Source: an optimization exercise on an open RTL-to-GDS flow (aim: a short achievable clock period and few clock cycles). Production flows keep margins and buffers that such runs may drop. Where RTL was checked, it was by simulation tests only, not by an equivalence proof against the original. Only the layout flow was run in runs 2 to 5; the RTL was not checked for function there. Power is estimated from default activity; no workload was simulated.

===== flow/flow/run.sh =====
#!/bin/bash
# The standard layout, with repair_timing asked to reach more setup slack
# than the clock period alone demands (the SDC and period are unchanged).
set -euo pipefail
bash standard.sh SETUP_SLACK_MARGIN=7 finish > standard_flow.log 2>&1

===== flow/standard.sh =====
#!/bin/bash
# synth_recipe.tcl (not shown) runs the flow's synth.tcl, then flattens the netlist and writes it again
# the make line also repeats each setting of config.mk as NAME=value (left out here)
make -C /OpenROAD-flow-scripts/flow DESIGN_CONFIG=/design/flow/config.mk WORK_HOME=/design/flow/orfs CLKGATE_MAP_FILE= SYNTH_SCRIPT=/design/flow/synth_recipe.tcl "${@:-finish}"

===== flow/design.v =====
module romprog_rx_class (
    input  wire [7:0] d,
    output wire       is_m,
    output wire       is_e
);
    assign is_m = (d == 8'h7E);
    assign is_e = (d == 8'h7D);
endmodule
module romprog_late_set (
    input  wire m,
    input  wire v,
    input  wire a,
    input  wire c,
    input  wire r,
    output wire y
);
    assign y = !r && ((m && v && a) || c);
endmodule
module romprog_late_clr (
    input  wire m,
    input  wire v,
    input  wire a,
    input  wire b,
    input  wire c,
    input  wire r,
    output wire y
);
    assign y = r || (!(m && v && a) && b) || c;
endmodule
module romprog_core (
    input  wire        clk,
    input  wire        rst,
    input  wire        rx_valid,
    input  wire [7:0]  rx_data,
    output wire        rx_ready,
    output wire        tx_valid,
    output wire [7:0]  tx_data,
    input  wire        tx_ready,
    output wire        flash_req_valid,
    output wire [2:0]  flash_op,
    output wire [31:0] flash_addr,
    output wire [7:0]  flash_wdata,
    input  wire        flash_resp_valid,
    input  wire [7:0]  flash_rdata
);
    localparam [7:0]  MTL         = 8'd64;
    localparam [7:0]  MARKER      = 8'h7E;
    localparam [7:0]  ESCAPE      = 8'h7D;
    localparam [7:0]  ESC_XOR     = 8'h20;
    localparam [6:0]  MAX_PACKET  = 7'd71;
    localparam [7:0] OPC_PING = 8'd0, OPC_IDENT = 8'd1, OPC_READ = 8'd2,
                     OPC_WRITE = 8'd3, OPC_CRC = 8'd4, OPC_ERASE = 8'd5,
                     OPC_CHIP = 8'd6;
    localparam [2:0] F_READ = 3'd0, F_WRITE = 3'd1, F_ERASE_SECTOR = 3'd2,
                     F_ERASE_CHIP = 3'd3, F_ENTER_ID = 3'd4, F_LEAVE_ID = 3'd5,
                     F_READ_MFR = 3'd6, F_READ_DEV = 3'd7;
    function is_special;    
        input [7:0] b;
        begin
            is_special = (b[7:2] == 6'b011111) && (b[1] != b[0]);
        end
    endfunction
    reg        rx_ready_r;
    reg        in_frame;     
    reg        in_esc;       
    reg  [6:0] rl_q;         
    reg        clr_q;        
    reg        wv_q;         
    reg  [6:0] wa_q;
    reg  [7:0] wd_q;         
    reg        wl0, wl2, wl7, wl8, wl10;    
    assign rx_ready = rx_ready_r;
    wire [6:0] rl      = clr_q ? 7'd0 : (wv_q ? (rl_q + 7'd1) : rl_q);
    wire       rl_nz   = (rl != 7'd0);
    wire       rl_full = (rl == MAX_PACKET);
    wire take      = rx_valid && rx_ready_r;
    wire is_m, is_e;
    romprog_rx_class u_rx_class (.d(rx_data), .is_m(is_m), .is_e(is_e));
    wire cl_ok     = rx_ready_r && in_frame && rl_nz;    
    wire close_now = rx_valid && is_m && cl_ok;
    wire data_byte = take && !is_m && (in_esc || (in_frame && !is_e));
    wire append    = data_byte && !rl_full;
    wire [6:0] rl_m7 = rl - 7'd7;
    always @(posedge clk) begin
        wa_q <= rl;
        wd_q <= rx_ready_r ? (rx_data ^ (in_esc ? ESC_XOR : 8'h00)) : flash_rdata;
        wl0  <= append && (rl == 7'd0);
        wl2  <= append && (rl == 7'd2);
        wl7  <= append && (rl == 7'd7);
        wl8  <= append && (rl == 7'd8);
        wl10 <= append && (rl == 7'd10);
        if (rst) begin
            in_frame <= 1'b0;
            in_esc   <= 1'b0;
            rl_q     <= 7'd0;
            clr_q    <= 1'b0;
            wv_q     <= 1'b0;
        end else begin
            rl_q  <= rl;
            clr_q <= take && (is_m || (data_byte && rl_full));
            wv_q  <= append;
            if (take) begin
                if (is_m) begin
                    in_frame <= !(in_frame && rl_nz);
                    in_esc   <= 1'b0;
                end else if (in_frame && is_e) begin
                    in_frame <= 1'b0;
                    in_esc   <= 1'b1;
                end else if (in_frame || in_esc) begin
                    in_frame <= !rl_full;
                    in_esc   <= 1'b0;
                end
            end
        end
    end
    reg  [7:0] h0, h1, h2, h3, h4, h5, h6, h7, h8, h9, h10;
    reg  [7:0] mem [0:63];
    reg        mwen;          
    reg  [5:0] widx;
    reg        x1;            
    always @(posedge clk) begin
        if (wv_q) begin
            case (wa_q)
                7'd0:  h0  <= wd_q;
                7'd1:  h1  <= wd_q;
                7'd2:  h2  <= wd_q;
                7'd3:  h3  <= wd_q;
                7'd4:  h4  <= wd_q;
                7'd5:  h5  <= wd_q;
                7'd6:  h6  <= wd_q;
                7'd7:  h7  <= wd_q;
                7'd8:  h8  <= wd_q;
                7'd9:  h9  <= wd_q;
                7'd10: h10 <= wd_q;
                default: ;
            endcase
        end
    end
    reg  [7:0]  pc_room;      
    reg         pc_room_ok;   
    reg  [14:0] pc_a1;        
    reg  [14:0] pc_a4k;       
    reg         pc_rng;       
    reg         pc_align;     
    reg  [15:0] pc_span;      
    reg  [6:0]  pc_room7;     
    wire [15:0] a16  = {h4, h3};
    wire [15:0] b16  = {h8, h7};
    wire [16:0] room = 17'h08000 - {1'b0, a16};
    wire [15:0] span = b16 - a16;
    always @(posedge clk) begin
        pc_room_ok <= !room[16];
        pc_room    <= (room[15:8] != 8'd0) ? 8'hFF : room[7:0];
        pc_a1      <= a16[14:0] + 15'd1;
        pc_a4k     <= a16[14:0] + 15'd4096;
        pc_rng     <= (a16 < b16) && (b16 <= 16'h8000);
        pc_align   <= (a16[11:0] == 12'd0) && (b16[11:0] == 12'd0);
        pc_span    <= span;
        pc_room7   <= (room[15:7] != 9'd0 || room[6:0] > 7'd120) ? 7'd127 :
                      (room[6:0] + 7'd7);
    end
    wire [7:0] e0    = wl0  ? wd_q : h0;
    wire [7:0] e2    = wl2  ? wd_q : h2;
    wire [7:0] e7    = wl7  ? wd_q : h7;
    wire [7:0] e10   = wl10 ? wd_q : h10;
    wire [7:0] m0    = wl7  ? wd_q : mem[0];
    wire [7:0] m1    = wl8  ? wd_q : mem[1];
    wire [6:0]  flen      = rl;           
    wire [7:0]  opcode    = e0;
    wire [7:0]  read_len  = e7;
    wire [6:0]  write_n   = flen - 7'd7;
    wire        hdr_ok    = (flen >= 7'd3) && (e2 == 8'd0) && (h1 == {1'b0, flen});
    wire        a_hi0     = (h5 == 8'd0) && (h6 == 8'd0);
    wire        b_hi0     = (h9 == 8'd0) && (e10 == 8'd0);
    wire        len3      = (flen == 7'd3);
    wire        len8      = (flen == 7'd8);
    wire        len11     = (flen == 7'd11);
    wire        read_rng  = (read_len != 8'd0) && a_hi0 && pc_room_ok &&
                            (read_len <= pc_room);
    wire        write_rng = a_hi0 && pc_room_ok && (flen <= pc_room7);
    wire        range_ok  = a_hi0 && b_hi0 && pc_rng;
    wire        o_ping  = (opcode == OPC_PING);
    wire        o_ident = (opcode == OPC_IDENT);
    wire        o_read  = (opcode == OPC_READ);
    wire        o_write = (opcode == OPC_WRITE);
    wire        o_crc   = (opcode == OPC_CRC);
    wire        o_erase = (opcode == OPC_ERASE);
    wire        o_chip  = (opcode == OPC_CHIP);
    reg  [1:0]  chk_status;
    always @(*) begin
        chk_status = 2'd0;
        if (!hdr_ok) begin
            chk_status = 2'd1;
        end else begin
            case (opcode)
                OPC_PING, OPC_IDENT, OPC_CHIP:
                    if (!len3) chk_status = 2'd1;
                OPC_READ:
                    if (!len8)                 chk_status = 2'd1;
                    else if (read_len > MTL)   chk_status = 2'd3;
                    else if (!read_rng)        chk_status = 2'd2;
                OPC_WRITE:
                    if (flen < 7'd8)                   chk_status = 2'd1;
                    else if ({1'b0, write_n} > MTL)    chk_status = 2'd3;
                    else if (!write_rng)               chk_status = 2'd2;
                OPC_CRC:
                    if (!len11)          chk_status = 2'd1;
                    else if (!range_ok)  chk_status = 2'd2;
                OPC_ERASE:
                    if (!len11)                       chk_status = 2'd1;
                    else if (!(range_ok && pc_align)) chk_status = 2'd2;
                default:
                    chk_status = 2'd1;
            endcase
        end
    end
    wire        ok      = (chk_status == 2'd0);
    wire        has_ops = ok && !o_ping;        
    reg  [15:0] chk_count;
    always @(*) begin
        case (opcode)
            OPC_IDENT: chk_count = 16'd4;
            OPC_READ:  chk_count = {8'd0, read_len};
            OPC_WRITE: chk_count = {9'd0, write_n};
            OPC_CRC:   chk_count = pc_span;
            OPC_ERASE: chk_count = {12'd0, pc_span[15:12]};
            default:   chk_count = 16'd1;
        endcase
    end
    reg  [2:0] first_op;
    always @(*) begin
        case (opcode)
            OPC_IDENT: first_op = F_ENTER_ID;
            OPC_WRITE: first_op = F_WRITE;
            OPC_ERASE: first_op = F_ERASE_SECTOR;
            OPC_CHIP:  first_op = F_ERASE_CHIP;
            default:   first_op = F_READ;
        endcase
    end
    reg         fv;
    reg  [2:0]  fop;
    reg  [14:0] faddr;
    reg  [7:0]  fwd;
    reg  [2:0]  nop;
    reg  [14:0] naddr;
    reg  [7:0]  nwd;
    reg  [15:0] fcnt;       
    reg  [6:0]  wp;         
    reg         c_ident, c_read, c_write, c_crc, c_erase;
    reg         iseq;       
    assign flash_req_valid = fv;
    assign flash_op        = fop;
    assign flash_addr      = {17'd0, faddr};
    assign flash_wdata     = fwd;
    wire [14:0] h3_h4_15 = {h4[6:0], h3};
    wire resp     = flash_resp_valid && fv;
    wire nv       = (fcnt[15:1] != 15'd0);    
    wire last_rsp = resp && !nv;
    wire fv_d;
    romprog_late_set u_fv (.m(is_m), .v(rx_valid), .a(cl_ok && has_ops),
                           .c(!rx_ready_r && (resp ? nv : fv)), .r(rst), .y(fv_d));
    always @(posedge clk)
        fv <= fv_d;
    always @(posedge clk) begin
        if (rst) begin
            fop   <= 3'd0;
            faddr <= 15'd0;
            fwd   <= 8'd0;
        end else if (rx_ready_r) begin
            fop   <= first_op;
            faddr <= (o_ident || o_chip) ? 15'd0 : h3_h4_15;
            fwd   <= o_write ? m0 : 8'd0;
        end else if (resp) begin
            fop   <= nop;
            faddr <= naddr;
            fwd   <= nwd;
        end
    end
    always @(posedge clk) begin
        if (rx_ready_r) begin
            nop     <= o_ident ? F_READ_MFR : first_op;
            naddr   <= (o_ident || o_chip) ? 15'd0 : (o_erase ? pc_a4k : pc_a1);
            nwd     <= o_write ? m1 : 8'd0;
            fcnt    <= chk_count;
            wp      <= 7'd2;
            iseq    <= 1'b0;
            c_ident <= o_ident;
            c_read  <= o_read;
            c_write <= o_write;
            c_crc   <= o_crc;
            c_erase <= o_erase;
        end else if (resp) begin
            nop   <= c_ident ? (iseq ? F_LEAVE_ID : F_READ_DEV) : nop;
            naddr <= c_erase ? (naddr + 15'd4096) :
                     c_ident ? 15'd0 : (naddr + 15'd1);
            nwd   <= c_write ? mem[wp[5:0]] : 8'd0;
            fcnt  <= fcnt - 16'd1;
            wp    <= wp + 7'd1;
            iseq  <= 1'b1;
        end
    end
    wire [5:0] widx_nx = rx_ready_r ? rl_m7[5:0] :
                         x1 ? 6'd0 : (mwen ? (widx + 6'd1) : widx);
    always @(posedge clk) begin
        x1   <= rx_ready_r;
        widx <= widx_nx;
        if (rst)
            mwen <= 1'b0;
        else
            mwen <= rx_ready_r ? (append && (rl >= 7'd7)) : (resp && c_read);
    end
    always @(posedge clk) begin
        if (mwen)
            mem[widx] <= wd_q;
    end
    reg         crc_q, mfr_q, dev_q;
    reg  [15:0] crc;
    reg  [7:0]  id_mfr, id_dev;
    function [15:0] crc16_byte;
        input [15:0] c_in;
        input [7:0]  b;
        integer k;
        reg [15:0] c;
        begin
            c = c_in ^ {b, 8'h00};
            for (k = 0; k < 8; k = k + 1)
                c = c[15] ? ((c << 1) ^ 16'h1021) : (c << 1);
            crc16_byte = c;
        end
    endfunction
    always @(posedge clk) begin
        crc_q  <= 1'b0;
        mfr_q  <= 1'b0;
        dev_q  <= 1'b0;
        if (!rst && !rx_ready_r && resp) begin
            crc_q  <= c_crc;
            mfr_q  <= (fop == F_READ_MFR);
            dev_q  <= (fop == F_READ_DEV);
        end
        if (rx_ready_r)
            crc <= 16'd0;
        else if (crc_q)
            crc <= crc16_byte(crc, wd_q);
        if (mfr_q) id_mfr <= wd_q;
        if (dev_q) id_dev <= wd_q;
    end
    localparam [1:0] P_IDLE = 2'd0, P_BODY = 2'd2, P_CLOSE = 2'd3;
    reg  [1:0] pst;
    reg  [6:0] pj;          
    reg  [5:0] pkn;         
    reg  [6:0] pcnt;        
    reg        pj3;         
    reg        eh;          
    reg  [7:0] cur;         
    reg  [1:0] r_st;
    reg        r_ident, r_read, r_crc;
    reg        go;          
    reg        tv;          
    reg        v0, v1;      
    reg  [7:0] q0d, q1d;
    reg        q0l, q1l;    
    assign tx_valid = tv;
    assign tx_data  = q0d;
    wire pop = tv && tx_ready;
    reg  [7:0] nb;
    always @(*) begin
        case (pj)
            7'd0: nb = {1'b0, pcnt + 7'd4};    
            7'd1: nb = 8'd0;
            7'd2: nb = {6'd0, r_st};
            default: begin
                if (r_read)
                    nb = mem[pkn];
                else if (r_crc)
                    nb = pkn[0] ? crc[15:8] : crc[7:0];
                else if (r_ident)
                    nb = pkn[0] ? id_dev : id_mfr;
                else begin
                    case (pkn[2:0])
                        3'd0: nb = 8'h01;
                        3'd3: nb = 8'h80;
                        3'd6: nb = MTL;
                        default: nb = 8'h00;
                    endcase
                end
            end
        endcase
    end
    wire allow = go || (pj == 7'd0);
    wire prod  = (pst != P_IDLE) && !v1 && allow;
    wire cur_sp = is_special(cur);
    wire adv   = eh || !cur_sp;          
    wire last  = pj3 && (pcnt == 7'd0);   
    reg  [7:0] g;
    reg        gl;
    always @(*) begin
        gl = 1'b0;
        if (pst == P_CLOSE) begin
            g  = MARKER;
            gl = 1'b1;
        end else if (eh)
            g = cur ^ ESC_XOR;
        else if (cur_sp)
            g = ESCAPE;
        else
            g = cur;
    end
    wire done_now = pop && q0l;
    wire       go_x  = !done_now && (go || last_rsp);    
    wire       v0_x  = pop ? (v1 || prod) : (v0 || prod);
    reg  [1:0] pst_x;
    always @(*) begin
        pst_x = pst;
        if (prod) begin
            if (pst == P_BODY) begin
                if (adv && last)
                    pst_x = P_CLOSE;
            end else
                pst_x = P_IDLE;
        end
    end
    wire go_d, tv_d, v0_d, pst1_d;
    romprog_late_set u_go  (.m(is_m), .v(rx_valid), .a(cl_ok && !has_ops),
                            .c(!rx_ready_r && go_x), .r(rst), .y(go_d));
    romprog_late_set u_tv  (.m(is_m), .v(rx_valid), .a(cl_ok && !has_ops),
                            .c(!rx_ready_r && go_x && v0_x), .r(rst), .y(tv_d));
    romprog_late_set u_v0  (.m(is_m), .v(rx_valid), .a(cl_ok),
                            .c(!rx_ready_r && v0_x), .r(rst), .y(v0_d));
    romprog_late_set u_pst (.m(is_m), .v(rx_valid), .a(cl_ok),
                            .c(!rx_ready_r && pst_x[1]), .r(rst), .y(pst1_d));
    always @(posedge clk) begin
        go     <= go_d;
        tv     <= tv_d;
        v0     <= v0_d;
        pst[1] <= pst1_d;
        pst[0] <= !rst && !rx_ready_r && pst_x[0];
        v1     <= !rst && !rx_ready_r && !pop && (v1 || (v0 && prod));
    end
    always @(posedge clk) begin
        if (rx_ready_r) begin
            pj      <= 7'd0;
            pkn     <= 6'd61;
            eh      <= 1'b0;
            cur     <= opcode;
            r_st    <= chk_status;
            r_ident <= o_ident && ok;
            r_read  <= o_read && ok;
            r_crc   <= o_crc && ok;
            pj3     <= 1'b0;
            if (!ok)
                pcnt <= 7'd0;
            else if (o_ping)
                pcnt <= 7'd7;
            else if (o_ident || o_crc)
                pcnt <= 7'd2;
            else if (o_read)
                pcnt <= read_len[6:0];
            else
                pcnt <= 7'd0;
        end else if (prod && pst == P_BODY) begin
            if (adv) begin
                eh <= 1'b0;
                if (!last) begin
                    pj     <= pj + 7'd1;
                    pj3    <= pj3 || (pj == 7'd2);
                    pkn    <= pkn + 6'd1;
                    if (pj3) pcnt <= pcnt - 7'd1;
                    cur    <= nb;
                end
            end else begin
                eh <= 1'b1;
            end
        end
    end
    always @(posedge clk) begin
        if (rst) begin
            q0d <= MARKER;
            q0l <= 1'b0;
        end else if (rx_ready_r) begin
            q0d <= MARKER;
            q0l <= 1'b0;
        end else if (pop) begin
            q0d <= v1 ? q1d : g;
            q0l <= v1 ? q1l : gl;
        end else if (!v0) begin
            q0d <= g;
            q0l <= gl;
        end
        if (pop || !v1) begin
            q1d <= g;
            q1l <= gl;
        end
    end
    wire rx_ready_d;
    romprog_late_clr u_rx_ready (.m(is_m), .v(rx_valid), .a(cl_ok), .b(rx_ready_r),
                                 .c(!rx_ready_r && done_now), .r(rst), .y(rx_ready_d));
    always @(posedge clk)
        rx_ready_r <= rx_ready_d;
endmodule

===== flow/config.mk =====
export PLATFORM = sky130hd
export DESIGN_NAME = romprog_core
export DESIGN_NICKNAME = romprog_core
export VERILOG_FILES = /design/flow/design.v
export SDC_FILE = /design/flow/constraint.sdc
export NUM_CORES = 4
export LEC_CHECK = 0
export CAP_MARGIN = 20
export CORE_MARGIN = 2
export CORE_UTILIZATION = 40
export PLACE_DENSITY = 0.6
export SLEW_MARGIN = 20

===== flow/constraint.sdc =====
create_clock -name core_clock -period 10.0 [get_ports {clk}]
set_input_delay 2.0000 -clock core_clock [delete_from_list [all_inputs] [get_ports {clk}]]
set_output_delay 2.0000 -clock core_clock [all_outputs]
set_load 0.01 [all_outputs]

==> run summary, run 1 <==
Multi-input gate area=0.0161 mm2; hold_sp=h4[3]$_DFFE_PP_; final core occ=48.2%; H-tree depth=3; total grt overflow=0; Pins Over Slew Limit=0; Slowest Stage Delay on Critical Path=0.37 ns; CTS clk-pin slew, worst paths=0.06 ns; post-route clock period utilization=31.6%; Rows=117; EDFF count, synth=698; Worst R2R End=cur[7]$_DFFE_PP_; worst path required time=8.00 ns; pwr dens=155 mW/mm2; Post-Syn Area=0.0413 mm2; CP max-delay cell=dfxtp_4; starting density of the core=40.4%; Post-DRT Antenna Nets=0; IO Pins=75; #FFs+latches synth=891; Synth area leaders=edfxtp_1 51%, mux4_2 18%, dfxtp_1 9.4%; Die Y=325 um; Worst Path Arrival=1.16 ns; setup violators final=0; Max FO, Critical Path=4; endpoint type of the worst setup path=primary output; Core ar.=0.102 mm2; FF-to-FF path depth=10; peak supply drop=0.000117 V; HP Class=flop to flop; clock latency (worst-skew pair)=0.68 ns; Max Freq=316 MHz; clk buf depth=3; Crit Path Category=flop to primary output; All-Layer GR Usage=23.5%; most frequent standard cell in the layout excluding fill and tap cells=edfxtp_1; Synth area leader=edfxtp_1; initial DRC count=3338; leakage power=16.5 nW; worst slew pin tran=1.16 ns; Worst R2R Setup Slack=6.88 ns; FF+latch area=0.0250 mm2; DIE WIDTH=325 um; fillers=8507; skew final=0.0427 ns; hold depth=0; Max-Cap Viols=0; residual DRC count=0; CTS buffer count=94; asr flop ratio synth=0%; Buffers on Ports=57; unrepaired setup endpoints after global routing=true; First-pass DRT Iterations=5; # nets final=2963; estimated wirelength of the detail-placed design=75000 um; critical path cell sequence=buf_6; outcome=complete, no violations; vias=26500; max_slew headroom=22.5%; vias in the first global route=26000; worst min-delay path endpoint=pc_a4k[11]$_DFF_P_; distinct cell type count after synthesis=83; CTS tree=built; critical path startpoint category=flop; Placer Congestion=0.911; Top FF cell, synth=edfxtp_1; average instance area after synthesis=15.2 um2; routed wire length per instance=29.2 um; Seq/Total Area, Yosys=60.2%; die area=0.106 mm2; Critical path buffers and inverters=1; Synth top area share=50.8%; # hold bufs at CTS=0; commonest cells after routing, fill and taps aside=698 x edfxtp_1, 334 x mux4_2, 257 x nor2_1; first-pass GRT wire length=182000 um; clk sinks=891; minimum clock period=3.16 ns; antenna violations before repair=3; final WL=126000 um; largest net degree at the start of global routing=83; share of layout cells above drive strength 1=30.6%; Syn. warnings=1; Area Overhead vs Synth=19.3%; final hold vios=0; CP top delay family=flip-flops; CTS Root Cell=clkbuf_16; setup TNS=0 ns; post-synthesis cell count=2714; routed vias/inst=6.11
-- cell families after synthesis --
kind of cell | Yosys count | synth area share [%]
and+or+nand+nor | 680 | 7.85
adders and majority gates | 56 | 1.72
xor gates and xnor gates | 121 | 2.57
buffers and inverters | 246 | 2.43
muxes | 423 | 20.5
other | 1 | 0.00909
AOI/OAI and AO/OA | 296 | 4.76
DFF | 891 | 60.2
-- power breakdown --
group	total, mW	leakage (nW)	internal, mW	switching [mW]
logic	0.0984	6.94	0.0298	0.0686
clock network	3.55	1.52	2.07	1.48
registers	3.99	8.07	3.98	0.0115
-- worst max-delay path by stage --
stage	start	to	slack, ns	depth (start not counted)
4_1_cts	fv$_DFF_P_	flash_req_valid	6.81	1
5_1_grt	wv_q$_SDFF_PP0_	pcnt[5]$_DFFE_PP_	6.82	12
3_3_place_gp	flop	cur[7]$_DFFE_PP_	5.69	9
3_5_place_dp	flop	cur[7]$_DFFE_PP_	5.65	9
2_1_floorplan	rx_data[3]	fv$_DFF_P_	6.88	7
6_report	fv$_DFF_P_	flash_req_valid	6.84	1
-- state kept, by name, summed over array words and instances (netlist names), 15 cells and up, named ones only --
register	count
crc	16
faddr	15
fcnt	16
mem	512
naddr	15
pc_a1	15
pc_a4k	15
pc_span	16
-- synth_stat cells (9+ instances only) --
cell,instances
edfxtp_1,698
mux4_2,334
nor2_1,272
dfxtp_1,193
nand2_1,114
clkbuf_1,101
xnor2_1,80
a21oi_1,74
nor3_1,70
inv_1,67
nand3_1,62
mux2i_1,58
ha_1,55
o21ai_0,55
buf_1,46
xor2_1,41
mux2_2,29
nand4_1,27
nor4_1,23
o22ai_1,22
and3_1,18
a211oi_1,17
buf_4,17
nor2b_1,15
o211ai_1,14
or3_1,14
a31oi_1,12
buf_2,11
nand2b_1,11
o22a_1,10
o31ai_1,9
-- cell type report --
cell class / instances / share of cell area [%]
diodes: 2 / 0.0102
flip-flops and latches: 891 / 50.7
repair buffers: 236 / 6.18
clock inverters: 47 / 0.976
well taps: 1368 / 3.48
clock buffers: 126 / 5.32
inverters: 70 / 0.562
multi-input cells: 1593 / 32.8
-- through the flow --
step / std cells / hold slack, ns / instance area [um2] / power [mW] / setup slack [ns]
after floorplan: 2730 / 0.346 / 41400 / 4.11 / 6.88
after CTS: 4284 / 0.461 / 48400 / 7.67 / 6.81
after global routing: 4331 / 0.500 / 49200 / 7.82 / 6.82
after global placement: 4011 / 0.452 / 43200 / 4.15 / 5.69
after detailed placement: 4012 / 0.451 / 43200 / 4.16 / 5.65
final: 4333 / 0.455 / 49200 / 7.64 / 6.84
-- layer usage --
layer  routed length [um]  track usage (%)  share of wire, %  vias up
li1                     -                -                 -    11100
met1                50400             31.9                40    13700
met2                58600             36.7                46     1438
met3                12800             5.47                10      250
met4                 4700             8.88               3.7        0
met5                    0                0                 0        -
-- what timing repair did --
item                                    CTS  global route
gates resized for setup                 393            74
endpoints found under the setup margin  199           142
cloned                                   19             9
pin swaps                                25            33
buffers inserted                         80            35
Testbench counts, summed over its fixed seeds: cycles 45,774.
==> run 2, diff against run 1 <==
--- a/flow/design.v
+++ b/flow/design.v
@@ -60,7 +60,9 @@
             is_special = (b[7:2] == 6'b011111) && (b[1] != b[0]);
         end
     endfunction
-    reg        rx_ready_r;
+    reg        rx_ready_o;
+    reg        busy;         
+    wire       rx_ready_r = !busy;
     reg        in_frame;     
     reg        in_esc;       
     reg  [6:0] rl_q;         
@@ -69,7 +71,7 @@
     reg  [6:0] wa_q;
     reg  [7:0] wd_q;         
     reg        wl0, wl2, wl7, wl8, wl10;    
-    assign rx_ready = rx_ready_r;
+    assign rx_ready = rx_ready_o;
     wire [6:0] rl      = clr_q ? 7'd0 : (wv_q ? (rl_q + 7'd1) : rl_q);
     wire       rl_nz   = (rl != 7'd0);
     wire       rl_full = (rl == MAX_PACKET);
@@ -159,85 +161,95 @@
         pc_room7   <= (room[15:7] != 9'd0 || room[6:0] > 7'd120) ? 7'd127 :
                       (room[6:0] + 7'd7);
     end
+    reg        f_ping, f_ident, f_read, f_write, f_crc, f_erase, f_chip;
+    reg        z2, z10, rd_badlen, rd_zero, rd_fit;
+    wire [7:0] rx_byte = rx_data ^ (in_esc ? ESC_XOR : 8'h00);
+    always @(posedge clk) begin
+        if (append && rl == 7'd0) begin
+            f_ping  <= (rx_byte == OPC_PING);
+            f_ident <= (rx_byte == OPC_IDENT);
+            f_read  <= (rx_byte == OPC_READ);
+            f_write <= (rx_byte == OPC_WRITE);
+            f_crc   <= (rx_byte == OPC_CRC);
+            f_erase <= (rx_byte == OPC_ERASE);
+            f_chip  <= (rx_byte == OPC_CHIP);
+        end
+        if (append && rl == 7'd2)
+            z2 <= (rx_byte == 8'd0);
+        if (append && rl == 7'd10)
+            z10 <= (rx_byte == 8'd0);
+        if (append && rl == 7'd7) begin
+            rd_badlen <= (rx_byte > MTL);
+            rd_zero   <= (rx_byte == 8'd0);
+            rd_fit    <= pc_room_ok && (rx_byte <= pc_room);
+        end
+    end
     wire [7:0] e0    = wl0  ? wd_q : h0;
-    wire [7:0] e2    = wl2  ? wd_q : h2;
     wire [7:0] e7    = wl7  ? wd_q : h7;
-    wire [7:0] e10   = wl10 ? wd_q : h10;
     wire [7:0] m0    = wl7  ? wd_q : mem[0];
     wire [7:0] m1    = wl8  ? wd_q : mem[1];
     wire [6:0]  flen      = rl;           
     wire [7:0]  opcode    = e0;
     wire [7:0]  read_len  = e7;
     wire [6:0]  write_n   = flen - 7'd7;
-    wire        hdr_ok    = (flen >= 7'd3) && (e2 == 8'd0) && (h1 == {1'b0, flen});
+    wire        hdr_ok    = (flen >= 7'd3) && z2 && (h1 == {1'b0, flen});
     wire        a_hi0     = (h5 == 8'd0) && (h6 == 8'd0);
-    wire        b_hi0     = (h9 == 8'd0) && (e10 == 8'd0);
+    wire        b_hi0     = (h9 == 8'd0) && z10;
     wire        len3      = (flen == 7'd3);
     wire        len8      = (flen == 7'd8);
     wire        len11     = (flen == 7'd11);
-    wire        read_rng  = (read_len != 8'd0) && a_hi0 && pc_room_ok &&
-                            (read_len <= pc_room);
     wire        write_rng = a_hi0 && pc_room_ok && (flen <= pc_room7);
     wire        range_ok  = a_hi0 && b_hi0 && pc_rng;
-    wire        o_ping  = (opcode == OPC_PING);
-    wire        o_ident = (opcode == OPC_IDENT);
-    wire        o_read  = (opcode == OPC_READ);
-    wire        o_write = (opcode == OPC_WRITE);
-    wire        o_crc   = (opcode == OPC_CRC);
-    wire        o_erase = (opcode == OPC_ERASE);
-    wire        o_chip  = (opcode == OPC_CHIP);
+    wire        o_ping  = f_ping;
+    wire        o_ident = f_ident;
+    wire        o_read  = f_read;
+    wire        o_write = f_write;
+    wire        o_crc   = f_crc;
+    wire        o_erase = f_erase;
+    wire        o_chip  = f_chip;
     reg  [1:0]  chk_status;
     always @(*) begin
-        chk_status = 2'd0;
-        if (!hdr_ok) begin
-            chk_status = 2'd1;
-        end else begin
-            case (opcode)
-                OPC_PING, OPC_IDENT, OPC_CHIP:
-                    if (!len3) chk_status = 2'd1;
-                OPC_READ:
-                    if (!len8)                 chk_status = 2'd1;
-                    else if (read_len > MTL)   chk_status = 2'd3;
-                    else if (!read_rng)        chk_status = 2'd2;
-                OPC_WRITE:
-                    if (flen < 7'd8)                   chk_status = 2'd1;
-                    else if ({1'b0, write_n} > MTL)    chk_status = 2'd3;
-                    else if (!write_rng)               chk_status = 2'd2;
-                OPC_CRC:
-                    if (!len11)          chk_status = 2'd1;
-                    else if (!range_ok)  chk_status = 2'd2;
-                OPC_ERASE:
-                    if (!len11)                       chk_status = 2'd1;
-                    else if (!(range_ok && pc_align)) chk_status = 2'd2;
-                default:
-                    chk_status = 2'd1;
-            endcase
+        chk_status = 2'd1;
+        if (hdr_ok) begin
+            if (o_ping || o_ident || o_chip) begin
+                if (len3) chk_status = 2'd0;
+            end else if (o_read) begin
+                if (len8)
+                    chk_status = rd_badlen ? 2'd3 :
+                                 (rd_zero || !a_hi0 || !rd_fit) ? 2'd2 : 2'd0;
+            end else if (o_write) begin
+                if (flen >= 7'd8)
+                    chk_status = ({1'b0, write_n} > MTL) ? 2'd3 :
+                                 write_rng ? 2'd0 : 2'd2;
+            end else if (o_crc) begin
+                if (len11) chk_status = range_ok ? 2'd0 : 2'd2;
+            end else if (o_erase) begin
+                if (len11) chk_status = (range_ok && pc_align) ? 2'd0 : 2'd2;
+            end
         end
     end
     wire        ok      = (chk_status == 2'd0);
     wire        has_ops = ok && !o_ping;        
     reg  [15:0] chk_count;
     always @(*) begin
-        case (opcode)
-            OPC_IDENT: chk_count = 16'd4;
-            OPC_READ:  chk_count = {8'd0, read_len};
-            OPC_WRITE: chk_count = {9'd0, write_n};
-            OPC_CRC:   chk_count = pc_span;
-            OPC_ERASE: chk_count = {12'd0, pc_span[15:12]};
-            default:   chk_count = 16'd1;
-        endcase
+        if (o_ident)      chk_count = 16'd4;
+        else if (o_read)  chk_count = {8'd0, read_len};
+        else if (o_write) chk_count = {9'd0, write_n};
+        else if (o_crc)   chk_count = pc_span;
+        else if (o_erase) chk_count = {12'd0, pc_span[15:12]};
+        else              chk_count = 16'd1;
     end
     reg  [2:0] first_op;
     always @(*) begin
-        case (opcode)
-            OPC_IDENT: first_op = F_ENTER_ID;
-            OPC_WRITE: first_op = F_WRITE;
-            OPC_ERASE: first_op = F_ERASE_SECTOR;
-            OPC_CHIP:  first_op = F_ERASE_CHIP;
-            default:   first_op = F_READ;
-        endcase
-    end
-    reg         fv;
+        if (o_ident)      first_op = F_ENTER_ID;
+        else if (o_write) first_op = F_WRITE;
+        else if (o_erase) first_op = F_ERASE_SECTOR;
+        else if (o_chip)  first_op = F_ERASE_CHIP;
+        else              first_op = F_READ;
+    end
+    reg         fv_o;
+    reg         fv_n;       
+    wire        fv = !fv_n;
     reg  [2:0]  fop;
     reg  [14:0] faddr;
     reg  [7:0]  fwd;
@@ -248,7 +260,7 @@
     reg  [6:0]  wp;         
     reg         c_ident, c_read, c_write, c_crc, c_erase;
     reg         iseq;       
-    assign flash_req_valid = fv;
+    assign flash_req_valid = fv_o;
     assign flash_op        = fop;
     assign flash_addr      = {17'd0, faddr};
     assign flash_wdata     = fwd;
@@ -260,7 +272,10 @@
     romprog_late_set u_fv (.m(is_m), .v(rx_valid), .a(cl_ok && has_ops),
                            .c(!rx_ready_r && (resp ? nv : fv)), .r(rst), .y(fv_d));
     always @(posedge clk)
-        fv <= fv_d;
+    begin
+        fv_o <= fv_d;
+        fv_n <= !fv_d;
+    end
     always @(posedge clk) begin
         if (rst) begin
             fop   <= 3'd0;
@@ -348,6 +363,8 @@
     reg  [1:0] pst;
     reg  [6:0] pj;          
     reg  [5:0] pkn;         
+    reg  [5:0] pkn1;        
+    reg  [7:0] mpf;         
     reg  [6:0] pcnt;        
     reg        pj3;         
     reg        eh;          
@@ -355,11 +372,13 @@
     reg  [1:0] r_st;
     reg        r_ident, r_read, r_crc;
     reg        go;          
-    reg        tv;          
+    reg        tv_o;        
+    reg        tv_n;        
+    wire       tv = !tv_n;
     reg        v0, v1;      
     reg  [7:0] q0d, q1d;
     reg        q0l, q1l;    
-    assign tx_valid = tv;
+    assign tx_valid = tv_o;
     assign tx_data  = q0d;
     wire pop = tv && tx_ready;
     reg  [7:0] nb;
@@ -370,7 +389,7 @@
             7'd2: nb = {6'd0, r_st};
             default: begin
                 if (r_read)
-                    nb = mem[pkn];
+                    nb = mpf;
                 else if (r_crc)
                     nb = pkn[0] ? crc[15:8] : crc[7:0];
                 else if (r_ident)
@@ -430,7 +449,8 @@
                             .c(!rx_ready_r && pst_x[1]), .r(rst), .y(pst1_d));
     always @(posedge clk) begin
         go     <= go_d;
-        tv     <= tv_d;
+        tv_o   <= tv_d;
+        tv_n   <= !tv_d;
         v0     <= v0_d;
         pst[1] <= pst1_d;
         pst[0] <= !rst && !rx_ready_r && pst_x[0];
@@ -440,6 +460,7 @@
         if (rx_ready_r) begin
             pj      <= 7'd0;
             pkn     <= 6'd61;
+            pkn1    <= 6'd62;
             eh      <= 1'b0;
             cur     <= opcode;
             r_st    <= chk_status;
@@ -463,7 +484,9 @@
                 if (!last) begin
                     pj     <= pj + 7'd1;
                     pj3    <= pj3 || (pj == 7'd2);
-                    pkn    <= pkn + 6'd1;
+                    pkn    <= pkn1;
+                    pkn1   <= pkn1 + 6'd1;
+                    mpf    <= mem[pkn1];
                     if (pj3) pcnt <= pcnt - 7'd1;
                     cur    <= nb;
                 end
@@ -495,5 +518,8 @@
     romprog_late_clr u_rx_ready (.m(is_m), .v(rx_valid), .a(cl_ok), .b(rx_ready_r),
                                  .c(!rx_ready_r && done_now), .r(rst), .y(rx_ready_d));
     always @(posedge clk)
-        rx_ready_r <= rx_ready_d;
+    begin
+        rx_ready_o <= rx_ready_d;
+        busy       <= !rx_ready_d;
+    end
 endmodule
==> run 2 against run 1 <==
  * Still clean
  * Critical path depth stayed put
  * Wire length is 10% lower
  * Cell area is 2.4% lower
  * Register-to-register slack better by 0.13 ns
  * Cell count is 2.4% lower
  * Clock power is 5% higher
  * Flip-flop and latch count is 2 higher
  * Synthesized cell count is 1.3% lower
  * Power is 2.3% higher
  * First-iteration DRC count is 21% lower
  * Critical path type unchanged
==> run summary, run 2 <==
Post-DRT Antenna Nets=0; Antenna diodes=0; average instance area after synthesis=15.4 um2; CTS buffer count=96; # nets final=2855; share of layout cells above drive strength 1=28.9%; setup TNS=0 ns; worst min-delay path endpoint=iseq$_SDFFE_PN0P_; number of flip-flops under the largest register name=512; largest net degree at the start of global routing=81; IO Pins=75; H-tree depth=3; Pwr Total=7.81 mW; met2 usage=36.0%; Max FO, Critical Path=2; Rows=117; die area=0.106 mm2; register bank with the most flops=mem; FF-to-FF path depth=13; endpoint type of the worst setup path=primary output; outcome=complete, no violations; CP max-delay cell=dfxtp_4; clk buf depth=3; clk sinks=893; CTS tree=built; GRT met1 Usage=27.2%; final WL=113000 um; GR Util met3=3.81%; vias in the first global route=25300; most frequent standard cell in the layout excluding fill and tap cells=edfxtp_1; most numerous cell in the Yosys netlist=edfxtp_1; residual DRC count=0; commonest cells after routing, fill and taps aside=702 x edfxtp_1, 336 x mux4_2, 212 x nor2_1; worst path required time=8.00 ns; total grt overflow=0; Crit Path Category=flop to primary output; distinct cell type count after synthesis=88; Synth area leaders=edfxtp_1 51%, mux4_2 18%, dfxtp_1 9.2%; post-route clock period utilization=31.9%; vias=24900; EDFF count, synth=702; leakage power=15.9 nW; CTS clk-pin slew, worst paths=0.06 ns; worst slew pin tran=1.15 ns; final hold vios=0; Slowest Stage Delay on Critical Path=0.40 ns; peak supply drop=0.000150 V; Max-Cap Viols=0; Worst R2R End=pcnt[6]$_DFFE_PP_; setup ws final=6.81 ns; CTS Root Cell=clkbuf_16; minimum clock period=3.19 ns; #FFs+latches synth=893; reg-to-reg startpoint=rl_q[0]$_SDFF_PP0_; Worst R2R Setup Slack=7.01 ns; setup violators final=0; Max Freq=313 MHz; critical path startpoint category=flop; GR peak layer=met2; Die Y=326 um; All-Layer GR Usage=21.1%; starting density of the core=40.5%; Worst Path Arrival=1.19 ns; Top FF cell, synth=edfxtp_1; Placer Congestion=0.941; Syn. warnings=1; post-synthesis cell count=2679; max_slew headroom=23.2%; Post-Syn Area=0.0414 mm2; Critical path buffers and inverters=1; Hold Slack=0.479 ns; first-pass GRT wire length=167000 um; DIE WIDTH=326 um; antenna violations before repair=1; hold depth=2; Area Overhead vs Synth=16.1%; Buffers on Ports=57; estimated wirelength of the detail-placed design=70900 um; Synth area leader=edfxtp_1; Seq/Total Area, Yosys=60.2%; routed vias/inst=5.88; skew final=0.0430 ns; pwr dens=163 mW/mm2; critical path cell sequence=buf_6; Synth top area share=50.9%; hold_sp=iseq$_SDFFE_PN0P_; unrepaired setup endpoints after global routing=true; CP top delay family=flip-flops; asr flop ratio synth=0%; clock latency (worst-skew pair)=0.68 ns; Core ar.=0.102 mm2; Pins Over Slew Limit=0; most instantiated cells after synthesis=702 x edfxtp_1, 336 x mux4_2, 220 x nor2_1; fillers=8744; # hold bufs at CTS=0; initial DRC count=2633; HP Class=flop to flop; routed wire length per instance=26.7 um; worst slack at placement=5.66 ns; First-pass DRT Iterations=6
## run 2: cell count changes in the layout (fill, tap and decap cells not counted), moves of 10 or more
cell | previous run | this run
mux2i_1 | 55 | 76
o21ai_0 | 45 | 65
buf_16 | 22 | 8
mux2_2 | 28 | 18
nor2_1 | 257 | 212
nand2_1 | 108 | 129
buf_6 | 58 | 42
buf_4 | 101 | 82
a21oi_1 | 71 | 51
nand2b_1 | 11 | 21
a211oi_1 | 15 | 34
nor3_1 | 67 | 32
clkbuf_1 | 22 | 10
## run 2: kinds of logic (layout without fill, tap and decap cells)
kind of cell | count (synthesis) | after routing | share of synthesized area [%]
flip-flops | 893 | 893 | 60.2
AND/OR/NAND/NOR | 624 | 625 | 7.28
multiplexers | 435 | 435 | 20.9
AO/OA/AOI/OAI | 287 | 288 | 4.64
buffers and inverters | 254 | 420 | 2.61
XOR/XNOR | 131 | 131 | 2.77
adder cells (fa/ha/maj) | 54 | 54 | 1.65
other | 1 | 17 | 0.00906
## run 2: layer usage
metal	share of wire (%)	up-vias	wire (um)
li1	-	10700	-
met1	39	12900	44200
met2	50	995	56900
met3	7.1	244	8050
met4	3.5	0	3990
met5	0	-	0
## run 2: stage by stage
step                util (%)  cells  instance area (um2)
CTS                     46.6   4202                47700
global route            47.0   4231                48000
floorplan                  -   2695                41700
detailed placement      42.4   3967                43300
finish                  47.0   4231                48000
global placement        42.4   3967                43300
## run 2: worst max-delay path by stage
stage          cells after the start  slack [ns]           startpoint                to
2_1_floorplan                      7        6.54           rx_data[2]  f_chip$_DFFE_PP_
3_3_place_gp                       7        5.71           rx_data[2]      busy$_DFF_P_
3_5_place_dp                       6        5.66           rx_data[7]      fv_n$_DFF_P_
4_1_cts                            1        6.78  fwd[5]$_SDFFE_PP0P_    flash_wdata[5]
5_1_grt                            1        6.76  fwd[6]$_SDFFE_PP0P_    flash_wdata[6]
6_report                           1        6.81  fwd[6]$_SDFFE_PP0P_    flash_wdata[6]
## run 2: final cells by class
| cell class | instances | area, um2 | area share, % |
|---|---|---|---|
| repair buffers | 162 | 1720 | 3.58 |
| inverters | 77 | 305 | 0.635 |
| clock inverters | 63 | 671 | 1.40 |
| clock buffers | 118 | 2670 | 5.56 |
| flip-flops and latches | 893 | 25000 | 52.1 |
| multi-input cells | 1550 | 15900 | 33.2 |
| well taps | 1368 | 1710 | 3.56 |
## run 2: power breakdown
| part | leakage [nW] | total [mW] | internal, mW | switching [mW] |
|---|---|---|---|---|
| combinational | 6.19 | 0.0771 | 0.0206 | 0.0565 |
| sequential | 8.05 | 4.01 | 3.99 | 0.0185 |
| clock | 1.62 | 3.72 | 2.19 | 1.53 |
| total | 15.9 | 7.81 | 6.21 | 1.60 |
## run 2: repair_timing
| item | CTS | global route |
|---|---|---|
| cloned | 6 | 2 |
| endpoints found under the setup margin | 185 | 95 |
| pin swaps | 22 | 16 |
| setup buffers | 48 | 26 |
| resized for setup | 323 | 27 |
==> run 3, diff against run 2 <==
--- a/flow/config.mk
+++ b/flow/config.mk
@@ -7,6 +7,6 @@
 export LEC_CHECK = 0
 export CAP_MARGIN = 20
 export CORE_MARGIN = 2
-export CORE_UTILIZATION = 40
-export PLACE_DENSITY = 0.6
+export CORE_UTILIZATION = 55
+export PLACE_DENSITY = 0.7
 export SLEW_MARGIN = 20
==> run 3 against run 2 <==
  * Flip-flop and latch count did not move
  * Worst setup slack got worse by 0.025 ns
  * First-iteration DRC count rose by 7.4%
  * Area after synthesis did not move
  * Maximum frequency fell by 0.78%
  * Wire length fell by 0.91%
  * Clock power fell by 2%
  * Core utilization rose by 17 points
  * Clock skew barely moved
  * Cell count fell by 9.4%
  * Synthesized cell count did not move
  * Power fell by 1.1%
  * Largest cell class unchanged
  * Largest power group unchanged
  * Highest routed layer is now met5
==> run summary, run 3 <==
outcome=complete, no violations; Post-DRT Antenna Nets=0; critical path cell sequence=ha_4 -> mux2i_1 -> or2_4 -> inv_6 -> ha_4 -> nor3b_4 -> nand4_1 -> buf_4 -> o41ai_4 -> a211oi_4 -> buf_6 -> buf_6 -> or3_4 -> a22o_1; Worst Path Arrival=3.75 ns; FF+latch area=0.0250 mm2; initial DRC count=2829; total grt overflow=0; clk sinks=893; critical path startpoint category=flop; antenna violations before repair=7; distinct cell type count after synthesis=88; clk buf depth=3; CTS Root Cell=clkbuf_16; setup violators final=0; most instantiated cells after synthesis=702 x edfxtp_1, 336 x mux4_2, 220 x nor2_1; Die Y=278 um; Synth top area share=50.9%; H-tree depth=3; All-Layer GR Usage=28.9%; commonest cells after routing, fill and taps aside=702 x edfxtp_1, 336 x mux4_2, 205 x nor2_1; Core ar.=0.0744 mm2; final WL=112000 um; Seq/Total Area, Yosys=60.2%; average instance area after synthesis=15.4 um2; Buffers on Ports=57; fillers=5142; worst path required time=10.53 ns; first-pass GRT wire length=165000 um; estimated wirelength of the detail-placed design=69000 um; # nets final=2862; endpoint type of the worst setup path=flop; CTS clk-pin slew, worst paths=0.06 ns; DIE WIDTH=278 um; vias=25400; EDFF count, synth=702; #FFs+latches synth=893; Synth area leaders=edfxtp_1 51%, mux4_2 18%, dfxtp_1 9.2%; Syn. warnings=1; asr flop ratio synth=0%; Max FO, Critical Path=5; Placer Congestion=0.929; register bank with the most flops=mem; Post-Syn Area=0.0414 mm2; skew final=0.0430 ns; unrepaired setup endpoints after global routing=true; Hold Slack=0.483 ns; Max-Cap Viols=0; most numerous cell in the Yosys netlist=edfxtp_1; die area=0.0775 mm2; clock latency (worst-skew pair)=0.67 ns; CTS tree=built; minimum clock period=3.22 ns; Area Overhead vs Synth=14.9%; routed vias/inst=6.62; Rows=100; Multi-input gate area=0.0160 mm2; CTS buffer count=91; HP Class=flop to flop; residual DRC count=0; Synth area leader=edfxtp_1; vias in the first global route=25400; most frequent standard cell in the layout excluding fill and tap cells=edfxtp_1; post-route clock period utilization=32.2%; Slowest Stage Delay on Critical Path=0.41 ns; Max Freq=311 MHz; Crit Path Category=flop to flop; worst slew pin tran=1.21 ns; max_slew headroom=19.1%; starting density of the core=55.6%; post-synthesis cell count=2679; Top FF cell, synth=edfxtp_1; final hold vios=0; First-pass DRT Iterations=6; IO Pins=75; peak supply drop=0.000181 V; setup TNS=0 ns; Pins Over Slew Limit=0; pwr dens=162 mW/mm2; leakage power=15.9 nW; routed wire length per instance=29.2 um; largest net degree at the start of global routing=81; number of flip-flops under the largest register name=512; CP max-delay cell=or3_4; share of layout cells above drive strength 1=29.2%
-- run 3: what timing repair did --
item,4_1_cts,5_1_grt
endpoints found under the setup margin,201,122
gates resized for setup,338,25
cloned,3,2
hold buffers,0,0
setup buffers,57,33
pin swaps,22,16
-- run 3: kinds of logic after synthesis --
logic type | Yosys count | share of synthesized area (%)
flops | 893 | 60.2
simple gates | 624 | 7.28
mux | 435 | 20.9
compound gates | 287 | 4.64
buf+inv | 254 | 2.61
xor+xnor | 131 | 2.77
fa+ha+maj | 54 | 1.65
other cells | 1 | 0.00906
-- run 3: path summary, 6_finish.rpt --
kind | slack [ns] | endpoint | start | depth (start not counted)
max | 6.78 | tv_n$_DFF_P_ | rl_q[0]$_SDFF_PP0_ | 14
min | 0.48 | pc_a4k[11]$_DFF_P_ | h4[3]$_DFFE_PP_ | 0
max reg2reg | 6.78 | tv_n$_DFF_P_ | rl_q[0]$_SDFF_PP0_ | 14
min reg2reg | 0.48 | pc_a4k[11]$_DFF_P_ | h4[3]$_DFFE_PP_ | 0
-- run 3: final cells by class --
cell class / instances / area share, %
diodes: 1 / 0.00526
clock buffers: 112 / 5.24
clock inverters: 57 / 1.52
inverters: 77 / 0.647
multi-input cells: 1550 / 33.6
flip-flops and latches: 893 / 52.6
well taps: 969 / 2.55
repair buffers: 174 / 3.88
-- run 3: routing by layer --
| metal | up-vias | wire (um) | global-route usage, % |
|---|---|---|---|
| li1 | 10700 | - | - |
| met1 | 12900 | 41100 | 37.2 |
| met2 | 1383 | 55500 | 47.7 |
| met3 | 325 | 9370 | 5.30 |
| met4 | 10 | 6140 | 14.1 |
| met5 | - | 72 | 0 |
-- run 3: worst max-delay path, delay by kind of cell (launching register included) --
kind	cells	cell delay [ns]
muxes	1	0.06
AOI/OAI and AO/OA	3	0.65
and+or+nand+nor	4	1.07
DFF	1	0.36
adders and majority gates	2	0.43
buffers and inverters	4	0.53
-- run 3: through the flow --
step	cell area, um2	power (mW)	util (%)	setup WS [ns]	std cells
finish	47600	7.72	63.9	6.78	3833
global route	47600	7.90	63.9	6.60	3832
CTS	47100	7.75	63.3	6.83	3797
detailed placement	42800	4.16	57.5	5.74	3568
global placement	42800	4.16	57.5	5.78	3567
floorplan	41700	4.12	-	6.54	2695
-- run 3: power breakdown --
group          leakage, nW  switching (mW)  internal (mW)
combinational         6.23          0.0655         0.0208
sequential            8.05         0.00692           3.99
clock                 1.58            1.49           2.15
==> run 4, diff against run 3 <==
==> flow/flow/run.sh (replaced) <==
#!/bin/bash
# The standard layout, with repair_timing asked to reach more setup slack
# than the clock period alone demands (the SDC and period are unchanged).
set -euo pipefail
bash standard.sh SETUP_SLACK_MARGIN=7.3 finish > standard_flow.log 2>&1
--- a/flow/config.mk
+++ b/flow/config.mk
@@ -7,6 +7,6 @@
 export LEC_CHECK = 0
 export CAP_MARGIN = 20
 export CORE_MARGIN = 2
-export CORE_UTILIZATION = 55
-export PLACE_DENSITY = 0.7
+export CORE_UTILIZATION = 40
+export PLACE_DENSITY = 0.6
 export SLEW_MARGIN = 20
==> run 4 against run 3 <==
  * Wire length rose by 6.1%
  * Core utilization fell by 15 points
  * Critical path type is now flop to primary output
  * Global-route usage is 7.1 points lower
==> run summary, run 4 <==
outcome=complete, no violations; pwr dens=158 mW/mm2; # nets final=2923; # hold bufs at CTS=0; Max FO, Critical Path=2; minimum clock period=3.20 ns; starting density of the core=40.5%; leakage power=16.4 nW; vias=25500; CP top delay family=flip-flops; worst path required time=8.00 ns; First-pass DRT Iterations=5; hold_sp=iseq$_SDFFE_PN0P_; Max-Cap Viols=0; first-pass GRT wire length=173000 um; routed vias/inst=5.93; Synth area leader=edfxtp_1; Critical path buffers and inverters=1; final WL=119000 um; reg-to-reg startpoint=rl_q[1]$_SDFF_PP0_; Worst setup startpoint=fwd[5]$_SDFFE_PP0P_; register bank with the most flops=mem; routed wire length per instance=27.7 um; Syn. warnings=1; Hold Slack=0.475 ns; Crit Path Category=flop to primary output; unrepaired setup endpoints after global routing=true; post-synthesis cell count=2679; endpoint type of the worst setup path=primary output; most frequent standard cell in the layout excluding fill and tap cells=edfxtp_1; Die Y=326 um; H-tree depth=3; CTS tree=built; clk buf depth=3; residual DRC count=0; HP Class=flop to flop; Placer Congestion=0.854; fillers=8600; Post-Syn Area=0.0414 mm2; skew final=0.0427 ns; final hold vios=0; IO Pins=75; Pins Over Slew Limit=0; Core ar.=0.102 mm2; max_slew headroom=27.7%; die area=0.106 mm2; distinct cell type count after synthesis=88; most instantiated cells after synthesis=702 x edfxtp_1, 336 x mux4_2, 220 x nor2_1; Max Freq=313 MHz; critical path cell sequence=buf_6; Slowest Stage Delay on Critical Path=0.40 ns; setup TNS=0 ns; Placed Instances=3970; largest net degree at the start of global routing=81; EDFF count, synth=702; CP max-delay cell=dfxtp_4; commonest cells after routing, fill and taps aside=702 x edfxtp_1, 336 x mux4_2, 175 x nor2_1; cell area after placement=0.0434 mm2; number of flip-flops under the largest register name=512; #FFs+latches synth=893; post-route cell area=0.0496 mm2; post-route clock period utilization=32.0%; CTS Root Cell=clkbuf_16; estimated wirelength of the detail-placed design=72600 um; Area Overhead vs Synth=19.8%; Pwr Total=7.83 mW; DIE WIDTH=326 um; setup violators final=0; average instance area after synthesis=15.4 um2; All-Layer GR Usage=21.8%; Top FF cell, synth=edfxtp_1; clock latency (worst-skew pair)=0.68 ns; asr flop ratio synth=0%; CTS buffer count=98; final std cells w/o fill=4298; worst slew pin tran=1.08 ns; critical path startpoint category=flop; total grt overflow=0; CTS clk-pin slew, worst paths=0.06 ns; most numerous cell in the Yosys netlist=edfxtp_1; Synth top area share=50.9%; Worst Path Arrival=1.20 ns; vias in the first global route=25600; antenna violations before repair=4; peak supply drop=0.000125 V; Synth area leaders=edfxtp_1 51%, mux4_2 18%, dfxtp_1 9.2%; Post-DRT Antenna Nets=0; Rows=117; initial DRC count=2255; share of layout cells above drive strength 1=33.5%; clk sinks=893; Seq/Total Area, Yosys=60.2%; Buffers on Ports=57
==> run 4: cell counts after synthesis <==
No cell type changed its count.
==> run 4: cells by family after synthesis <==
family	synth area share (%)
XOR/XNOR	2.77
flip-flops	60.2
buffers and inverters	2.61
adder cells (fa/ha/maj)	1.65
multiplexers	20.9
AO/OA/AOI/OAI	4.64
AND/OR/NAND/NOR	7.28
other	0.00906
==> run 4: metrics by stage <==
step	setup slack, ns	util, %
global placement	5.68	42.5
floorplan	6.54	-
finish	6.80	48.5
detailed placement	5.66	42.5
CTS	6.78	47.8
global route	6.78	48.5
==> run 4: worst paths after layout <==
| path | end | slack, ns | cells after the start |
|---|---|---|---|
| hold / removal | iseq$_SDFFE_PN0P_ | 0.48 | 2 |
| hold reg to reg | iseq$_SDFFE_PN0P_ | 0.48 | 2 |
| setup / recovery | flash_wdata[5] | 6.80 | 1 |
| setup reg to reg | pcnt[3]$_DFFE_PP_ | 6.95 | 12 |
==> run 4: report_power, final <==
part | switching, mW | total [mW] | leakage, nW | internal (mW)
Clock | 1.51 | 3.74 | 1.61 | 2.23
Sequential | 0.0128 | 4.00 | 8.05 | 3.99
Combinational | 0.0644 | 0.0895 | 6.75 | 0.0250
Total | 1.59 | 7.83 | 16.4 | 6.24
==> run 4: repair_timing <==
item                                    4_1_cts  5_1_grt
endpoints found under the setup margin      330      315
setup buffers                                92       29
cloned                                       16        9
pin swaps                                    40       37
gates resized for setup                     431      100
==> run 4: area by class of cell <==
| cell class | instances | area, um2 | area share [%] |
|---|---|---|---|
| Tap cell | 1368 | 1710 | 3.45 |
| Clock inverter | 55 | 629 | 1.27 |
| Timing Repair Buffer | 226 | 2810 | 5.66 |
| Clock buffer | 126 | 2680 | 5.41 |
| Multi-Input combinational cell | 1552 | 16400 | 33.1 |
| Sequential cell | 893 | 25000 | 50.5 |
| Inverter | 77 | 317 | 0.638 |
| Antenna cell | 1 | 2.50 | 0.00505 |
==> run 4: routing by layer <==
layer,track usage [%],wire [um],part of all wire (%),vias up
li1,-,-,-,10900
met3,4.09,8550,7.2,238
met2,36.4,58300,49,1101
met1,28.7,47800,40,13300
met5,0,46,0.039,-
met4,7.78,4160,3.5,6
==> run 5, diff against run 4 <==
--- a/flow/design.v
+++ b/flow/design.v
@@ -250,9 +250,12 @@
     reg         fv_o;
     reg         fv_n;       
     wire        fv = !fv_n;
-    reg  [2:0]  fop;
-    reg  [14:0] faddr;
-    reg  [7:0]  fwd;
+    reg  [2:0]  fop_o, fop_n;
+    reg  [14:0] faddr_o, faddr_n;
+    reg  [7:0]  fwd_o, fwd_n;
+    wire [2:0]  fop   = ~fop_n;
+    wire [14:0] faddr = ~faddr_n;
+    wire [7:0]  fwd   = ~fwd_n;
     reg  [2:0]  nop;
     reg  [14:0] naddr;
     reg  [7:0]  nwd;
@@ -261,9 +264,9 @@
     reg         c_ident, c_read, c_write, c_crc, c_erase;
     reg         iseq;       
     assign flash_req_valid = fv_o;
-    assign flash_op        = fop;
-    assign flash_addr      = {17'd0, faddr};
-    assign flash_wdata     = fwd;
+    assign flash_op        = fop_o;
+    assign flash_addr      = {17'd0, faddr_o};
+    assign flash_wdata     = fwd_o;
     wire [14:0] h3_h4_15 = {h4[6:0], h3};
     wire resp     = flash_resp_valid && fv;
     wire nv       = (fcnt[15:1] != 15'd0);    
@@ -276,22 +279,36 @@
         fv_o <= fv_d;
         fv_n <= !fv_d;
     end
-    always @(posedge clk) begin
+    reg  [2:0]  fop_d;
+    reg  [14:0] faddr_d;
+    reg  [7:0]  fwd_d;
+    always @(*) begin
+        fop_d   = fop;
+        faddr_d = faddr;
+        fwd_d   = fwd;
         if (rst) begin
-            fop   <= 3'd0;
-            faddr <= 15'd0;
-            fwd   <= 8'd0;
+            fop_d   = 3'd0;
+            faddr_d = 15'd0;
+            fwd_d   = 8'd0;
         end else if (rx_ready_r) begin
-            fop   <= first_op;
-            faddr <= (o_ident || o_chip) ? 15'd0 : h3_h4_15;
-            fwd   <= o_write ? m0 : 8'd0;
+            fop_d   = first_op;
+            faddr_d = (o_ident || o_chip) ? 15'd0 : h3_h4_15;
+            fwd_d   = o_write ? m0 : 8'd0;
         end else if (resp) begin
-            fop   <= nop;
-            faddr <= naddr;
-            fwd   <= nwd;
+            fop_d   = nop;
+            faddr_d = naddr;
+            fwd_d   = nwd;
         end
     end
     always @(posedge clk) begin
+        fop_o   <= fop_d;
+        faddr_o <= faddr_d;
+        fwd_o   <= fwd_d;
+        fop_n   <= ~fop_d;
+        faddr_n <= ~faddr_d;
+        fwd_n   <= ~fwd_d;
+    end
+    always @(posedge clk) begin
         if (rx_ready_r) begin
             nop     <= o_ident ? F_READ_MFR : first_op;
             naddr   <= (o_ident || o_chip) ? 15'd0 : (o_erase ? pc_a4k : pc_a1);
@@ -376,10 +393,12 @@
     reg        tv_n;        
     wire       tv = !tv_n;
     reg        v0, v1;      
-    reg  [7:0] q0d, q1d;
+    reg  [7:0] q0d_o, q0d_n, q1d;
+    wire [7:0] q0d = ~q0d_n;
+    reg  [7:0] q0d_d;
     reg        q0l, q1l;    
     assign tx_valid = tv_o;
-    assign tx_data  = q0d;
+    assign tx_data  = q0d_o;
     wire pop = tv && tx_ready;
     reg  [7:0] nb;
     always @(*) begin
@@ -495,20 +514,28 @@
             end
         end
     end
+    always @(*) begin
+        if (rst || rx_ready_r)
+            q0d_d = MARKER;
+        else if (pop)
+            q0d_d = v1 ? q1d : g;
+        else if (!v0)
+            q0d_d = g;
+        else
+            q0d_d = q0d;
+    end
     always @(posedge clk) begin
         if (rst) begin
-            q0d <= MARKER;
             q0l <= 1'b0;
         end else if (rx_ready_r) begin
-            q0d <= MARKER;
             q0l <= 1'b0;
         end else if (pop) begin
-            q0d <= v1 ? q1d : g;
             q0l <= v1 ? q1l : gl;
         end else if (!v0) begin
-            q0d <= g;
             q0l <= gl;
         end
+        q0d_o <= q0d_d;
+        q0d_n <= ~q0d_d;
         if (pop || !v1) begin
             q1d <= g;
             q1l <= gl;
==> flow/flow/run.sh (replaced) <==
#!/bin/bash
# The standard layout, with repair_timing asked to reach more setup slack
# than the clock period alone demands (the SDC and period are unchanged).
set -euo pipefail
bash standard.sh SETUP_SLACK_MARGIN=7 finish > standard_flow.log 2>&1
==> run 5 against run 4 <==
  * Core utilization decreased by 1.4 points
  * Critical path depth increased by 9
  * Power increased by 3.4%
  * Area after synthesis increased by 1.5%
  * Hold slack improved by 0.014 ns
  * Synthesized cell count increased by 3.2%
  * Worst setup slack got worse by 0.065 ns
  * Critical endpoint is now pcnt[2]$_DFFE_PP_
  * Highest routed layer unchanged
==> run summary, run 5 <==
outcome=complete, no violations; antenna violations before repair=3; distinct cell type count after synthesis=78; share of layout cells above drive strength 1=27.9%; unrepaired setup endpoints after global routing=true; CP most frequent cell=o211ai_1; Max FO, Critical Path=15; CTS tree=built; initial DRC count=2579; starting density of the core=40.5%; final hold vios=0; final WL=118000 um; Flop pwr share=51.2%; Seq/Total Area, Yosys=60.9%; pwr dens=166 mW/mm2; All-Layer GR Usage=21.7%; estimated wirelength of the detail-placed design=75600 um; EDFF count, synth=702; #FFs+latches synth=927; routed wire length per instance=27.2 um; average instance area after synthesis=15.2 um2; Worst Path Arrival=3.78 ns; fillers=8734; Synth area leader=edfxtp_1; HP Class=flop to flop; minimum clock period=3.26 ns; setup ws final=6.74 ns; Synth area leaders=edfxtp_1 50%, mux4_2 18%, dfxtp_1 11%; leakage power=16.5 nW; Synth top area share=50.2%; Buffers on Ports=57; most numerous cell in the Yosys netlist=edfxtp_1; die area=0.108 mm2; largest net degree at the start of global routing=74; skew final=0.0476 ns; Core ar.=0.104 mm2; # nets final=2938; Max-Cap Viols=0; worst path required time=10.52 ns; routed vias/inst=5.91; CTS clk-pin slew, worst paths=0.06 ns; first-pass GRT wire length=172000 um; Placed Instances=4069; Pins Over Slew Limit=0; CTS buffer count=101; asr flop ratio synth=0%; Crit Path Category=flop to flop; clk sinks=927; vias in the first global route=25600; Gate power share=1.0%; First-pass DRT Iterations=5; commonest cells after routing, fill and taps aside=702 x edfxtp_1, 336 x mux4_2, 185 x dfxtp_1; peak supply drop=0.000128 V; most instantiated cells after synthesis=702 x edfxtp_1, 336 x mux4_2, 225 x dfxtp_1; Hold Slack=0.489 ns; number of flip-flops under the largest register name=512; Top FF cell, synth=edfxtp_1; DIE WIDTH=328 um; clk buf depth=3; Placer Congestion=0.886; Die Y=328 um; post-synthesis cell count=2766; Post-Syn Area=0.0420 mm2; setup violators final=0; endpoint type of the worst setup path=flop; Sw Ratio=20.6%; Max Freq=307 MHz; CTS Root Cell=clkbuf_16; setup TNS=0 ns; max_slew headroom=21.6%; Post-DRT Antenna Nets=0; clock power share=47.8%; Slowest Stage Delay on Critical Path=0.76 ns; Rows=118; critical path cell sequence=inv_1 -> o211ai_1 -> a2111oi_4 -> nor3_2 -> o41ai_2 -> o211ai_1 -> buf_4 -> buf_12 -> buf_8 -> o31ai_1; worst slew pin tran=1.17 ns; final std cells w/o fill=4333; total grt overflow=0; CP max-delay cell=edfxtp_1; vias=25600; H-tree depth=3; Psw=1.67 mW; worst slack at placement=5.58 ns; register bank with the most flops=mem; internal power=6.43 mW; most frequent standard cell in the layout excluding fill and tap cells=edfxtp_1; IO Pins=75; Area Overhead vs Synth=16.4%; residual DRC count=0; Syn. warnings=1; clock latency (worst-skew pair)=0.70 ns; post-route clock period utilization=32.6%; critical path startpoint category=flop
## run 5: through the flow
step	instance area, um2	utilization, %	total power [mW]
after floorplan	42500	-	4.26
after global placement	44200	42.6	4.30
after detailed placement	44200	42.6	4.31
after CTS	48500	46.8	8.15
after global routing	48900	47.1	8.31
final	48900	47.1	8.10
## run 5: power groups by stage
stage / registers (mW) / logic (mW) / clock network [mW]
2_1_floorplan: 4.23 / 0.0286 / 0
3_5_place_dp: 4.23 / 0.0808 / 0
4_1_cts: 4.14 / 0.0807 / 3.93
6_report: 4.14 / 0.0802 / 3.88
5_1_grt: 4.14 / 0.0865 / 4.08
3_3_place_gp: 4.23 / 0.0772 / 0
## run 5: worst paths after layout
check	startpoint	cells after the start	slack (ns)	end
worst min register to register	iseq$_SDFFE_PN0P_	2	0.49	iseq$_SDFFE_PN0P_
worst min-delay path	iseq$_SDFFE_PN0P_	2	0.49	iseq$_SDFFE_PN0P_
worst max-delay path	f_write$_DFFE_PP_	10	6.74	pcnt[2]$_DFFE_PP_
worst max register to register	f_write$_DFFE_PP_	10	6.74	pcnt[2]$_DFFE_PP_
## run 5: final cells by class
cell class                      count  area (um2)  share of cell area (%)
Sequential cell                   927       25700                    52.5
Tap cell                         1380        1730                    3.53
Timing Repair Buffer              159        1680                    3.43
Antenna cell                        2        5.00                  0.0102
Clock buffer                      120        2680                    5.48
Multi-Input combinational cell   1565       16000                    32.6
Inverter                          109         419                   0.857
Clock inverter                     71         781                    1.60
## run 5: cells by family (layout without fill, tap and decap cells)
group	after synthesis	count (layout)	synth area share (%)
AOI/OAI and AO/OA	324	324	4.98
and+or+nand+nor	634	634	7.26
xor gates and xnor gates	129	129	2.69
DFF	927	927	60.9
muxes	407	407	19.8
other	1	19	0.00893
buffers and inverters	290	459	2.78
adders and majority gates	54	54	1.63
## run 5: critical path, delay by kind of cell, from the launching register on
kind	cells	cell delay, ns
AO/OA/AOI/OAI	5	1.34
buffers and inverters	4	0.86
flip-flops	1	0.76
AND/OR/NAND/NOR	1	0.11
## run 5: metal layers
metal  routed length [um]  track usage, %
met1                46800            28.3
met2                55800            34.9
met3                 9550            4.65
met4                 5880            9.94
met5                   10               0
## run 5: timing repair
action / in CTS / in global routing
gates resized for setup: 305 / 47
setup endpoints to repair: 221 / 154
pin swaps: 23 / 14
gates cloned: 5 / 3
hold buffers: 0 / 0
buffers inserted: 42 / 21

[what the ideal ports hide]
Ports are ideal in the flow. The routed layouts listed here were re-timed in OpenROAD.
Step 1 (the two cells are an assumption about what drives the block):
set clk [get_ports {clk}]
set_driving_cell -lib_cell sky130_fd_sc_hd__clkbuf_16 $clk
set_driving_cell -lib_cell sky130_fd_sc_hd__buf_2 [delete_from_list [all_inputs] $clk]
Step 2 adds t to the input delays and takes it off the output delays; t is the mean of the earliest and latest rising clock arrival at the registers after step 1. Input paths then give back, and output paths get back, about the clock's delay inside the block.
Three values: no drivers, after step 1, after step 2; two values: the first two.
run | shift t [ns] | setup WS [ns] | worst hold slack (ns)
run 1 | 0.739 | 6.838 / 6.762 / 6.341 | 0.455 / 0.455 / 0.455
run 2 | 0.730 | 6.808 / 6.742 / 6.275 | 0.479 / 0.479 / 0.479
run 3 | 0.722 | 6.783 / 6.783 / 6.295 | 0.483 / 0.483 / 0.483
run 4 | 0.733 | 6.802 / 6.729 / 6.233 | 0.475 / 0.475 / 0.475
run 5 | 0.757 | 6.738 / 6.737 / 6.190 | 0.489 / 0.489 / 0.489
After both steps setup and hold are still met in every run listed. The setup slack of run 4, which loses most, moves by -0.073 ns with the drivers and by -0.569 ns with both steps.
